This design comes from an exercise in tuning for small area, a short achievable clock period and few clock cycles per item on the open sky130 flow, not from production work.
Only simulation tests tie the RTL to the original design; equivalence was not proved.

==> design.v <==
module ts_dequant (
    input  wire        clk,
    input  wire        load,       
    input  wire        step,       
    input  wire [31:0] k,          
    output wire [63:0] result      
);
    reg  [55:0] q;                 
    reg  [6:0]  r;                 
    reg  [10:0] bexp;
    reg [4:0] lz;
    integer i;
    always @* begin
        lz = 5'd0;
        for (i = 0; i < 32; i = i + 1)
            if (k[i]) lz = 5'd31 - i[4:0];
    end
    wire [31:0] kn = k << lz;
    wire        hi = kn[31:25] >= 7'd125;
    reg [6:0] rs;
    reg [6:0] qd;
    reg [7:0] t;
    integer j;
    always @* begin
        rs = r;
        for (j = 0; j < 7; j = j + 1) begin
            t = {rs, q[55 - j]};
            qd[6 - j] = t >= 8'd125;
            rs = qd[6 - j] ? (t - 8'd125) : t[6:0];
        end
    end
    always @(posedge clk) begin
        if (load) begin
            r    <= hi ? {2'b00, kn[31:27]} : {1'b0, kn[31:26]};
            q    <= hi ? {kn[26:0], 21'd0, 8'hFA} : {kn[25:0], 22'd0, 8'hFA};
            bexp <= (k == 32'd0) ? 11'd0 : 11'd1044 + {10'd0, hi} - {6'd0, lz};
        end else if (step) begin
            r    <= rs;
            q    <= {q[48:0], qd};
        end
    end
    assign result = {1'b0, bexp, q[53:2]};
endmodule
module canser_rx (
    input  wire        clk,
    input  wire        rst,
    input  wire        in_valid,
    input  wire [7:0]  in_data,
    output wire        in_ready,
    output wire        out_valid,
    input  wire        out_ready,
    output wire [28:0] out_id,
    output wire [3:0]  out_dlc,
    output wire [63:0] out_data,
    output wire [31:0] out_ts_ms,
    output wire [63:0] out_ts
);
    localparam [7:0] START = 8'hAA;
    localparam [7:0] END   = 8'hBB;
    localparam       BUFN  = 19;         
    localparam [1:0] C_IDLE = 2'd0, C_RUN = 2'd1, C_DONE = 2'd2;
    reg [7:0]  rxb [0:BUFN-1];           
    reg [4:0]  cnt;                      
    reg [4:0]  skip;                     
    reg        held;                     
    reg        ov_q;
    reg        ir_q;
    reg [1:0]  cst;                      
    reg [2:0]  cstep;
    reg [28:0] id_q;
    reg [3:0]  dlc_q;
    reg [63:0] data_q;
    reg [31:0] ts_ms_q;
    wire [7:0] dlc_b   = rxb[5];
    wire       is_start = rxb[0] == START;
    wire       hdr     = cnt >= 5'd11;
    wire       dlc_ok  = dlc_b <= 8'd8;
    wire [4:0] need    = 5'd11 + {1'b0, dlc_b[3:0]};
    wire       full    = cnt >= need;
    reg [7:0] end_b;
    always @* begin
        case (dlc_b[3:0])
            4'd0: end_b = rxb[10];
            4'd1: end_b = rxb[11];
            4'd2: end_b = rxb[12];
            4'd3: end_b = rxb[13];
            4'd4: end_b = rxb[14];
            4'd5: end_b = rxb[15];
            4'd6: end_b = rxb[16];
            4'd7: end_b = rxb[17];
            default: end_b = rxb[18];
        endcase
    end
    wire frame_ok = (rxb[6][7:5] == 3'b000) && (end_b == END);
    wire scan    = (skip == 5'd0) && (cnt != 5'd0);
    wire valid   = is_start && hdr && dlc_ok && full && frame_ok;
    wire accept  = scan && valid && !held;
    wire reject  = scan && (!is_start || (hdr && (!dlc_ok || (full && !frame_ok))));
    wire drop1   = accept || reject || ((skip != 5'd0) && (cnt != 5'd0));
    wire in_fire = in_valid && ir_q;
    wire xfer    = ov_q && out_ready;
    wire [4:0] base = drop1 ? cnt - 5'd1 : cnt;
    integer j;
    always @(posedge clk) begin
        for (j = 0; j < BUFN; j = j + 1) begin
            if (in_fire && (j == base))
                rxb[j] <= in_data;
            else if (drop1 && (j < BUFN - 1))
                rxb[j] <= rxb[j + 1];
        end
    end
    wire [4:0] cnt_n  = base + {4'd0, in_fire};
    wire [4:0] skip_n = accept ? need - 5'd1 :
                        (drop1 && (skip != 5'd0)) ? skip - 5'd1 : skip;
    wire       held_n = accept || (held && !xfer);
    wire c_load = (cst == C_IDLE) && !held && (cnt >= 5'd5) && !(drop1 && !accept);
    wire c_step = (cst == C_RUN);
    reg  [1:0] cst_n;
    always @* begin
        cst_n = cst;
        if ((!held && drop1 && !accept) || xfer)
            cst_n = C_IDLE;
        else if (c_load)
            cst_n = C_RUN;
        else if (c_step && cstep == 3'd7)
            cst_n = C_DONE;
    end
    always @(posedge clk) begin
        if (rst) begin
            cnt   <= 5'd0;
            skip  <= 5'd0;
            held  <= 1'b0;
            ov_q  <= 1'b0;
            ir_q  <= 1'b1;
            cst   <= C_IDLE;
            cstep <= 3'd0;
        end else begin
            cnt   <= cnt_n;
            skip  <= skip_n;
            held  <= held_n;
            ov_q  <= held_n && (cst_n == C_DONE);
            ir_q  <= (cnt_n != BUFN) || (skip_n != 5'd0) || !held_n;
            cst   <= cst_n;
            cstep <= c_load ? 3'd0 : c_step ? cstep + 3'd1 : cstep;
        end
    end
    integer k;
    always @(posedge clk) begin
        if (!held) begin
            id_q    <= {rxb[6][4:0], rxb[7], rxb[8], rxb[9]};
            dlc_q   <= dlc_b[3:0];
            ts_ms_q <= {rxb[1], rxb[2], rxb[3], rxb[4]};
            for (k = 0; k < 8; k = k + 1)
                data_q[8*k +: 8] <= (k < dlc_b[3:0]) ? rxb[10 + k] : 8'd0;
        end
    end
    ts_dequant u_dequant (
        .clk    (clk),
        .load   (c_load),
        .step   (c_step),
        .k      ({rxb[1], rxb[2], rxb[3], rxb[4]}),
        .result (out_ts)
    );
    assign in_ready  = ir_q;
    assign out_valid = ov_q;
    assign out_id    = id_q;
    assign out_dlc   = dlc_q;
    assign out_data  = data_q;
    assign out_ts_ms = ts_ms_q;
endmodule
==> run.sh <==
#!/bin/bash
# synth_recipe.tcl (not shown) runs the flow's synth.tcl, then flattens the netlist and writes it again
# the make line also repeats each setting of config.mk as NAME=value (left out here)
make -C /OpenROAD-flow-scripts/flow DESIGN_CONFIG=/design/flow/config.mk WORK_HOME=/design/flow/orfs CLKGATE_MAP_FILE= SYNTH_SCRIPT=/design/flow/synth_recipe.tcl finish
==> config.mk <==
export PLATFORM = sky130hd
export DESIGN_NAME = canser_rx
export DESIGN_NICKNAME = canser_rx
export VERILOG_FILES = /design/flow/design.v
export SDC_FILE = /design/flow/constraint.sdc
export NUM_CORES = 4
export LEC_CHECK = 0
export CAP_MARGIN = 20
export CORE_MARGIN = 2
export CORE_UTILIZATION = 40
export SLEW_MARGIN = 20
==> constraint.sdc <==
create_clock -name core_clock -period 10.0 [get_ports {clk}]
set_input_delay 2.0000 -clock core_clock [delete_from_list [all_inputs] [get_ports {clk}]]
set_output_delay 2.0000 -clock core_clock [all_outputs]
set_load 0.01 [all_outputs]
==> impl_metrics.py <==
metrics = {
    "outcome": {
        "outcome": "no timing/DRC/antenna violations",
    },
    "clock_tree": {
        "cts_buffers": 41,
        "clk_latency_ns": 0.59,
        "root_buffer": "clkbuf_16",
        "tritoncts": "yes",
        "clk_pin_slew_ns": 0.06,
        "cts.sinks": 372,
        "cts_buffer_depth": 3,
        "htreeDepth": 2,
        "ctsHoldBuffers": 0,
    },
    "sta": {
        "min_period_ns": 9.175,
        "fmax_mhz": 109.0,
        "slew_headroom_pct": 26.78,
        "clock-skew-final_ns": 0.03121,
        "rsz0062_at_grt": "false",
        "fin_setup_tns_ns": 0,
        "finalCritPeriodShare_pct": 91.75,
        "slew_viol_final": 0,
        "finalSetupViolCount": 0,
        "holdWs_ns": 0.4593,
        "finalHoldViolations": 0,
        "worst_slew_pin_slew_ns": 1.095,
    },
    "floorplan": {
        "row_count": 83,
        "io_pins": 207,
        "die_w_um": 232.1,
        "initial_core_util_pct": 40.48,
        "core-area_mm2": 0.05141,
        "dieArea_mm2": 0.05387,
        "die_y_um": 232.1,
    },
    "cells_and_area": {
        "layout.area.seq_mm2": 0.01099,
        "nets": 1945,
        "multi_input_area_mm2": 0.008848,
        "layout_common_cells": "354 x edfxtp_1, 204 x clkdlybuf4s50_1, 150 x mux2_2",
        "diodes": 0,
        "layout-drive-gt1-share_pct": 15.54,
        "area_delta_synth_final_pct": 17.92,
        "final_common_cell": "edfxtp_1",
        "final_cells": 2610,
        "num-fill-cells": 4650,
    },
    "setup_path": {
        "arrival_ns": 9.61,
        "cp.required_ns": 10.43,
        "rr_endpoint": "u_dequant.r[2]",
        "critPathTopFamily": "simple AND/OR/NAND/NOR gates",
        "crit_slowest_cell": "edfxtp_1",
        "end_kind": "register",
        "worstSetupStartpoint": "u_dequant.q[55]",
        "reg2reg_slack_ns": 0.82,
        "critical_path_class": "reg2reg",
        "rr_startpoint": "u_dequant.q[55]",
        "worst-r2r-cell-count": 42,
        "path_common_cell": "inv_1",
        "crit_fanout": 9,
        "cpPeakStageDelay_ns": 0.47,
        "cp-start-kind": "register",
        "timing.critical_path.buf_inv": 8,
    },
    "route": {
        "totalWireLength_um": 61800,
        "first_iter_violations": 1658,
        "viasPerCell": 5.895,
        "drc": 0,
        "drt_pass1_iterations": 9,
        "wire_per_inst_um": 23.68,
        "ant_nets": 0,
        "routed-via-count": 15390,
    },
    "placement": {
        "dpl.cell_count": 2536,
        "routabilityCongestion": 0.9268,
        "port_buffers": 205,
        "dp_hpwl_um": 43060,
    },
    "logic_synthesis": {
        "ys_warn_count": 3,
        "synth-edff-count": 354,
        "syn_inst": 1773,
        "avgSynthCellArea_um2": 11.74,
        "yosysUniqueCellTypes": 103,
        "synthFlopType": "edfxtp_1",
        "seq_area_frac_synth_pct": 52.81,
        "ys_ff_latch": 372,
        "synthArstFlopShare_pct": 0,
        "syn_nets": 1819,
        "syn_area_mm2": 0.02081,
    },
    "global_routing": {
        "track_usage_pct": 22.65,
        "antenna_found_initial": 2,
        "grt_pass1_vias": 15230,
        "grt_start_max_net_pins": 76,
        "overflow": 0,
        "grt_pass1_wl_um": 93730,
    },
    "worst_hold_path": {
        "hold_path_end": "id_q[6]",
        "hold_class": "reg2reg",
        "whs_path_depth": 0,
        "hold_start": "rxb[9][6]",
    },
    "job": {
        "max_cap_viol_count": 0,
    },
}
-- final cells by class --
| type | count | share of cell area, % |
|---|---|---|
| clock buffer | 44 | 4.227 |
| sequential | 372 | 44.79 |
| multi-input combinational | 1187 | 36.06 |
| timing repair buffer | 232 | 9.168 |
| tap | 680 | 3.467 |
| clock inverter | 30 | 1.270 |
| inverter | 65 | 1.020 |
-- cell families after synthesis --
logic type	synth area share [%]
compound gates	15.39
xor+xnor	1.425
fa+ha+maj	2.044
mux	10.77
flops	52.81
simple gates	12.63
buf+inv	4.906
other cells	0.01802
-- metrics by stage --
stage | utilization, % | setup WS, ns | instance area, um2
final | 47.74 | 0.8247 | 24540
after floorplan | - | 1.104 | 20810
after global routing | 47.74 | 0.006981 | 24540
after detailed placement | 45.03 | 0.2612 | 23150
after CTS | 47.65 | 0.2112 | 24490
after global placement | 45.04 | 0.6741 | 23150
-- worst reg2reg max path: cells and delay by family, from the launching register on --
| family | cells | cell delay, ns |
|---|---|---|
| buffers and inverters | 8 | 1.12 |
| AO/OA/AOI/OAI | 7 | 1.73 |
| XOR/XNOR | 5 | 1.07 |
| AND/OR/NAND/NOR | 15 | 2.78 |
| adder cells (fa/ha/maj) | 7 | 1.87 |
| flip-flops | 1 | 0.47 |
-- worst max path at each step --
stage               cells past startpoint        endpoint  slack (ns)
global placement                       42  u_dequant.r[2]        0.67
floorplan                              43  u_dequant.r[2]        1.10
global route                           42  u_dequant.r[1]       0.007
finish                                 42  u_dequant.r[2]        0.82
detailed placement                     42  u_dequant.r[2]        0.26
CTS                                    42  u_dequant.r[2]        0.21
-- metal layers --
metal	part of all wire, %	vias up	GRT usage (%)
met1	44	7617	31.69
met3	8.3	84	4.826
li1	-	6995	-
met2	46	686	35.91
met4	1.7	4	5.369
met5	0.044	-	0
-- sequential cells by signal, indices dropped and copies added (netlist names) --
register,cells
data_q,64
skip,5
u_dequant.r,7
u_dequant.bexp,10
ov_q,1
dlc_q,4
cnt,5
held,1
cstep,3
rxb,152
u_dequant.q,56
ts_ms_q,32
id_q,29
cst,2
ir_q,1
-- synthesized netlist by cell type (all sizes together), types with 8 or more instances --
cell / number / area, um2
edfxtp: 354 / 10630
mux2: 150 / 1689
nand2: 122 / 457.9
nor2b: 96 / 600.6
nor2: 94 / 355.3
clkbuf: 89 / 334.1
o21ai: 75 / 379.1
inv: 61 / 229.0
buf: 60 / 442.9
a21oi: 57 / 311.5
mux2i: 50 / 529.3
o211ai: 48 / 379.1
ha: 34 / 425.4
nor3: 32 / 186.4
and2: 29 / 181.4
a21o: 27 / 202.7
nand3: 27 / 135.1
a211oi: 26 / 205.2
xnor2: 25 / 226.5
o2111ai: 24 / 216.5
dfxtp: 18 / 360.4
nand2b: 18 / 112.6
a31oi: 16 / 136.4
nor4: 16 / 130.1
o31ai: 14 / 105.1
o221ai: 13 / 113.9
a211o: 12 / 105.1
a222oi: 12 / 120.1
nand4: 11 / 90.08
and3: 9 / 56.30
or3: 9 / 61.31
and4: 8 / 70.07
xor2: 8 / 70.07
-- repair_timing --
action,in CTS,in global routing
gates resized for setup,0,9
buffers inserted,0,0
setup endpoints to repair,0,8
Testbench counts, summed over its fixed seeds: cycles 32,291, messages 1,995.

[port drivers added, routing unchanged]
The flow's constraints put no driver on any port. The routed layout listed below was extracted and timed again, unchanged, in two steps.
Step 1: set_driving_cell puts a clkbuf_16 on clk and a buf_2 on each other input, an assumption about the parent block.
Step 2 adds t to the input delays and takes it off the output delays; t is the mean of the earliest and latest rising clock arrival at the registers after step 1. Input paths then give back, and output paths get back, about the clock's delay inside the block.
Slacks: no drivers / after step 1 / after step 2; pairs: no drivers / after step 1.
t (ns): 0.632
setup WS [ns]: 0.825 / 0.825 / 0.825
hold WS [ns]: 0.459 / 0.459 / 0.459
After both steps this run still meets setup and hold. For this run, drivers alone change the setup slack by 0.000 ns; drivers and shift together by 0.000 ns.
